From an optimization exercise on the open Yosys and OpenROAD flow, aimed at small area, a short achievable clock period and few clock cycles per item; shortcuts taken in it are not production practice. Where RTL was checked, it was by simulation tests only, not by an equivalence proof against the original. Power is estimated from default activity; no workload was simulated.

==> module ad5934_freq_encoder, before the edit <==
module ad5934_freq_encoder (
    input  wire        clk,
    input  wire        rst,         
    input  wire        in_valid,
    output wire        in_ready,
    input  wire [31:0] in_freq,
    input  wire [31:0] in_fclk,
    output reg         out_valid,
    output wire [23:0] out_code,
    output wire        out_err
);
    reg         busy;        
    reg  [4:0]  cnt;         
    reg         err;         
    reg  [32:0] rem;         
    reg  [23:0] qs;          
    assign in_ready = busy && (err || cnt == 5'd24);
    assign out_code = qs;
    assign out_err  = err;
    wire [32:0] a    = busy ? {rem[31:0], qs[23]}
                            : {1'b0, in_freq[24:0], in_fclk[31:25]};
    wire        sub  = ~busy | ~rem[32];
    wire [32:0] b    = {33{sub}} ^ {1'b0, in_fclk};
    wire [32:0] p0   = a ^ b;
    wire [32:0] g0   = (a & b) | {32'd0, p0[0] & sub};
    wire [32:0] gl [0:6];
    wire [32:0] pl [0:6];
    assign gl[0] = g0;
    assign pl[0] = p0;
    genvar l, i;
    generate
        for (l = 0; l < 6; l = l + 1) begin : lvl
            for (i = 0; i < 33; i = i + 1) begin : bitl
                if ((i >> l) & 1) begin : comb
                    localparam integer J = ((i >> l) << l) - 1;
                    assign gl[l+1][i] = gl[l][i] | (pl[l][i] & gl[l][J]);
                    assign pl[l+1][i] = pl[l][i] & pl[l][J];
                end else begin : pass
                    assign gl[l+1][i] = gl[l][i];
                    assign pl[l+1][i] = pl[l][i];
                end
            end
        end
    endgenerate
    wire [32:0] sum  = p0 ^ {gl[6][31:0], sub};
    wire        qbit = ~sum[32];
    always @(posedge clk) begin
        rem <= sum;
        if (!busy) begin
            qs  <= in_fclk[24:1];
            err <= (|in_freq[31:25]) | qbit;
            cnt <= 5'd1;
        end else begin
            qs  <= err ? 24'd0 : {qs[22:0], qbit};
            cnt <= cnt + 5'd1;
        end
        if (rst) begin
            busy      <= 1'b0;
            out_valid <= 1'b0;
        end else begin
            out_valid <= in_ready && in_valid;
            if (!busy)
                busy <= in_valid;
            else if (in_ready && in_valid)
                busy <= 1'b0;
        end
    end
endmodule
Settings: LEC_CHECK=0, CAP_MARGIN=20, CORE_MARGIN=2, CORE_UTILIZATION=40, CTS_BUF_LIST=sky130_fd_sc_hd__clkbuf_4 sky130_fd_sc_hd__clkbuf_8, PLACE_DENSITY=0.6, SETUP_SLACK_MARGIN=1.5, SLEW_MARGIN=20; clock period 5.0 ns.
standard.sh (not shown) runs the stock make flow with config.mk's settings and CLKGATE_MAP_FILE= SYNTH_SCRIPT=/design/flow/synth_recipe.tcl, a recipe that flattens the netlist after the stock synthesis.
==> flow/flow/run.sh <==
#!/bin/bash
# The standard layout (the standard.sh: standard synthesis, floorplan,
# placement, CTS, routing), with the port buffers that placement inserts on
# every input and output made plain sky130 buffers instead of the default
# delay-buffer cell. Each tool's output is kept in its own log here.
set -euo pipefail
export BUFFER_PORTS_ARGS="-buffer_cell sky130_fd_sc_hd__buf_1"
bash standard.sh > standard_make.log 2>&1
Change:
--- a/flow/design.v
+++ b/flow/design.v
@@ -9,23 +9,24 @@
     output wire [23:0] out_code,
     output wire        out_err
 );
     reg         busy;        
     reg  [4:0]  cnt;         
     reg         err;         
-    reg  [32:0] rem;         
+    reg  [32:0] tr;          
+    reg         neg;         
     reg  [23:0] qs;          
     assign in_ready = busy && (err || cnt == 5'd24);
-    assign out_code = qs;
+    assign out_code = err ? 24'd0 : qs;
     assign out_err  = err;
-    wire [32:0] a    = busy ? {rem[31:0], qs[23]}
+    wire        rneg = tr[32] ^ neg;
+    wire [32:0] a    = busy ? {tr[31:0] ^ {32{tr[32]}}, qs[23] ^ rneg}
                             : {1'b0, in_freq[24:0], in_fclk[31:25]};
-    wire        sub  = ~busy | ~rem[32];
-    wire [32:0] b    = {33{sub}} ^ {1'b0, in_fclk};
+    wire [32:0] b    = ~{1'b0, in_fclk};
     wire [32:0] p0   = a ^ b;
-    wire [32:0] g0   = (a & b) | {32'd0, p0[0] & sub};
+    wire [32:0] g0   = (a & b) | {32'd0, p0[0]};
     wire [32:0] gl [0:6];
     wire [32:0] pl [0:6];
     assign gl[0] = g0;
     assign pl[0] = p0;
     genvar l, i;
     generate
@@ -39,22 +40,24 @@
                     assign gl[l+1][i] = gl[l][i];
                     assign pl[l+1][i] = pl[l][i];
                 end
             end
         end
     endgenerate
-    wire [32:0] sum  = p0 ^ {gl[6][31:0], sub};
-    wire        qbit = ~sum[32];
+    wire [32:0] s    = p0 ^ {gl[6][31:0], 1'b1};
+    wire        nneg = busy & rneg;
+    wire        qbit = ~(s[32] ^ nneg);
     always @(posedge clk) begin
-        rem <= sum;
+        tr  <= s;
+        neg <= nneg;
         if (!busy) begin
             qs  <= in_fclk[24:1];
             err <= (|in_freq[31:25]) | qbit;
             cnt <= 5'd1;
         end else begin
-            qs  <= err ? 24'd0 : {qs[22:0], qbit};
+            qs  <= {qs[22:0], qbit};
             cnt <= cnt + 5'd1;
         end
         if (rst) begin
             busy      <= 1'b0;
             out_valid <= 1'b0;
         end else begin
Global-route usage grows by 0.92 points.
Count of clock-buffer cells in the layout is lower by 1.
Routed wire length grows by 2.8%.
Utilization goes down by 1.4 points.
Clock skew went down by 0.0033 ns.
Worst setup slack is worse by 0.11 ns.
Die area climbs by about 2.4%.
Function was not checked in any run of this note: the RTL went through the layout flow alone.

Another version of the RTL of ad5934_freq_encoder (not shown whole).
Size in the first run: roughly 390 cells after synthesis, about 66 flip-flops, roughly 94 I/O pins, ~4000 um^2 of cells after synthesis.
==> module ad5934_freq_encoder, before the edit <==
module ad5934_freq_encoder (
    input  wire        clk,
    input  wire        rst,         
    input  wire        in_valid,
    output wire        in_ready,
    input  wire [31:0] in_freq,
    input  wire [31:0] in_fclk,
    output reg         out_valid,
    output wire [23:0] out_code,
    output wire        out_err
);
    reg         busy;        
    reg         idle;        
    reg  [4:0]  cnt;         
    reg         err;         
    reg  [32:0] rem;         
    reg  [23:0] qs;          
    assign in_ready = busy && (err || cnt == 5'd24);
    assign out_code = err ? 24'd0 : qs;
    assign out_err  = err;
    wire [32:0] a    = idle ? {1'b0, in_freq[24:0], in_fclk[31:25]}
                            : {rem[31:0], qs[23]};
    wire        sub  = idle | ~rem[32];
    wire [32:0] b    = {33{sub}} ^ {1'b0, in_fclk};
    wire [32:0] p0   = a ^ b;
    wire [32:0] g0   = (a & b) | {32'd0, p0[0] & sub};
    wire [32:0] gl [0:6];
    wire [32:0] pl [0:6];
    assign gl[0] = g0;
    assign pl[0] = p0;
    genvar l, i;
    generate
        for (l = 0; l < 6; l = l + 1) begin : lvl
            for (i = 0; i < 33; i = i + 1) begin : bitl
                if ((i >> l) & 1) begin : comb
                    localparam integer J = ((i >> l) << l) - 1;
                    assign gl[l+1][i] = gl[l][i] | (pl[l][i] & gl[l][J]);
                    assign pl[l+1][i] = pl[l][i] & pl[l][J];
                end else begin : pass
                    assign gl[l+1][i] = gl[l][i];
                    assign pl[l+1][i] = pl[l][i];
                end
            end
        end
    endgenerate
    wire [32:0] sum  = p0 ^ {gl[6][31:0], sub};
    wire        qbit = ~sum[32];
    always @(posedge clk) begin
        rem <= sum;
        if (!busy) begin
            qs  <= in_fclk[24:1];
            err <= (|in_freq[31:25]) | qbit;
            cnt <= 5'd1;
        end else begin
            qs  <= {qs[22:0], qbit};
            cnt <= cnt + 5'd1;
        end
        if (rst) begin
            busy      <= 1'b0;
            idle      <= 1'b1;
            out_valid <= 1'b0;
        end else begin
            out_valid <= in_ready && in_valid;
            if (!busy) begin
                busy <= in_valid;
                idle <= ~in_valid;
            end else if (in_ready && in_valid) begin
                busy <= 1'b0;
                idle <= 1'b1;
            end
        end
    end
endmodule
==> flow/config.mk <==
export PLATFORM = sky130hd
export DESIGN_NAME = ad5934_freq_encoder
export DESIGN_NICKNAME = ad5934_freq_encoder
export VERILOG_FILES = /design/flow/design.v
export SDC_FILE = /design/flow/constraint.sdc
export NUM_CORES = 4
export LEC_CHECK = 0
export CAP_MARGIN = 20
export CORE_MARGIN = 2
export CORE_UTILIZATION = 40
export CTS_BUF_LIST = sky130_fd_sc_hd__clkbuf_4 sky130_fd_sc_hd__clkbuf_8
export PLACE_DENSITY = 0.6
export SETUP_SLACK_MARGIN = 1.5
export SLEW_MARGIN = 20
==> flow/constraint.sdc <==
create_clock -name core_clock -period 5.0 [get_ports {clk}]
set_input_delay 1.0000 -clock core_clock [delete_from_list [all_inputs] [get_ports {clk}]]
set_output_delay 1.0000 -clock core_clock [all_outputs]
set_load 0.01 [all_outputs]
Scripts as last shown in full above: flow/flow/run.sh
The baseline finished clean.
Edit:
--- a/flow/design.v
+++ b/flow/design.v
@@ -9,19 +9,18 @@
     output wire [23:0] out_code,
     output wire        out_err
 );
     reg         busy;        
-    reg         idle;        
     reg  [4:0]  cnt;         
     reg         err;         
     reg  [32:0] rem;         
     reg  [23:0] qs;          
     assign in_ready = busy && (err || cnt == 5'd24);
     assign out_code = err ? 24'd0 : qs;
     assign out_err  = err;
-    wire [32:0] a    = idle ? {1'b0, in_freq[24:0], in_fclk[31:25]}
-                            : {rem[31:0], qs[23]};
-    wire        sub  = idle | ~rem[32];
+    wire [32:0] a    = busy ? {rem[31:0], qs[23]}
+                            : {1'b0, in_freq[24:0], in_fclk[31:25]};
+    wire        sub  = ~busy | ~rem[32];
     wire [32:0] b    = {33{sub}} ^ {1'b0, in_fclk};
     wire [32:0] p0   = a ^ b;
     wire [32:0] g0   = (a & b) | {32'd0, p0[0] & sub};
     wire [32:0] gl [0:6];
@@ -56,18 +55,14 @@
             cnt <= cnt + 5'd1;
         end
         if (rst) begin
             busy      <= 1'b0;
-            idle      <= 1'b1;
             out_valid <= 1'b0;
         end else begin
             out_valid <= in_ready && in_valid;
-            if (!busy) begin
+            if (!busy)
                 busy <= in_valid;
-                idle <= ~in_valid;
-            end else if (in_ready && in_valid) begin
+            else if (in_ready && in_valid)
                 busy <= 1'b0;
-                idle <= 1'b1;
-            end
         end
     end
 endmodule
Effect:
- The changed run completed with no timing, DRC or antenna violations
- worst setup slack is worse by 5.8 ps
- wire length falls by 3.8%
- cell area falls by 1.7%
- via count falls by 0.93%
- sequential power rises by about 0.9%
- global-route usage falls by 0.47 points
- total power rises by 1.8%
- synthesized area falls by 1.3%
- hold slack is about the same
Testbench counts after the change, summed over its fixed seeds: cycles 46,148, items 2,048.
Only the layout flow was run in the first run of this note; the RTL was not checked for function there.

separate check: timing with driven ports:
The flow's constraints put no driver on any port. The routed layouts listed below were extracted and timed again, unchanged, in two steps.
Step 1 (the two cells are an assumption about what drives the block):
set clk [get_ports {clk}]
set_driving_cell -lib_cell sky130_fd_sc_hd__clkbuf_16 $clk
set_driving_cell -lib_cell sky130_fd_sc_hd__buf_2 [delete_from_list [all_inputs] $clk]
Step 2 also shifts input and output timing later by t, the mid clock arrival at the registers, as if the neighbouring blocks saw the same clock.
a / b / c = ideal / step 1 / step 2; a / b = the first two.
run	t (ns)	setup slack, ns	worst data-port slew with drivers (ns)
the first run of note 1	0.372	1.659 / 1.659 / 1.296	0.04
the second run of note 1	0.389	1.549 / 1.549 / 1.189	0.04
the first run of note 2	0.375	1.745 / 1.757 / 1.382	0.04
the second run of note 2	0.371	1.739 / 1.739 / 1.489	0.05
After both steps every run listed still meets setup and hold.
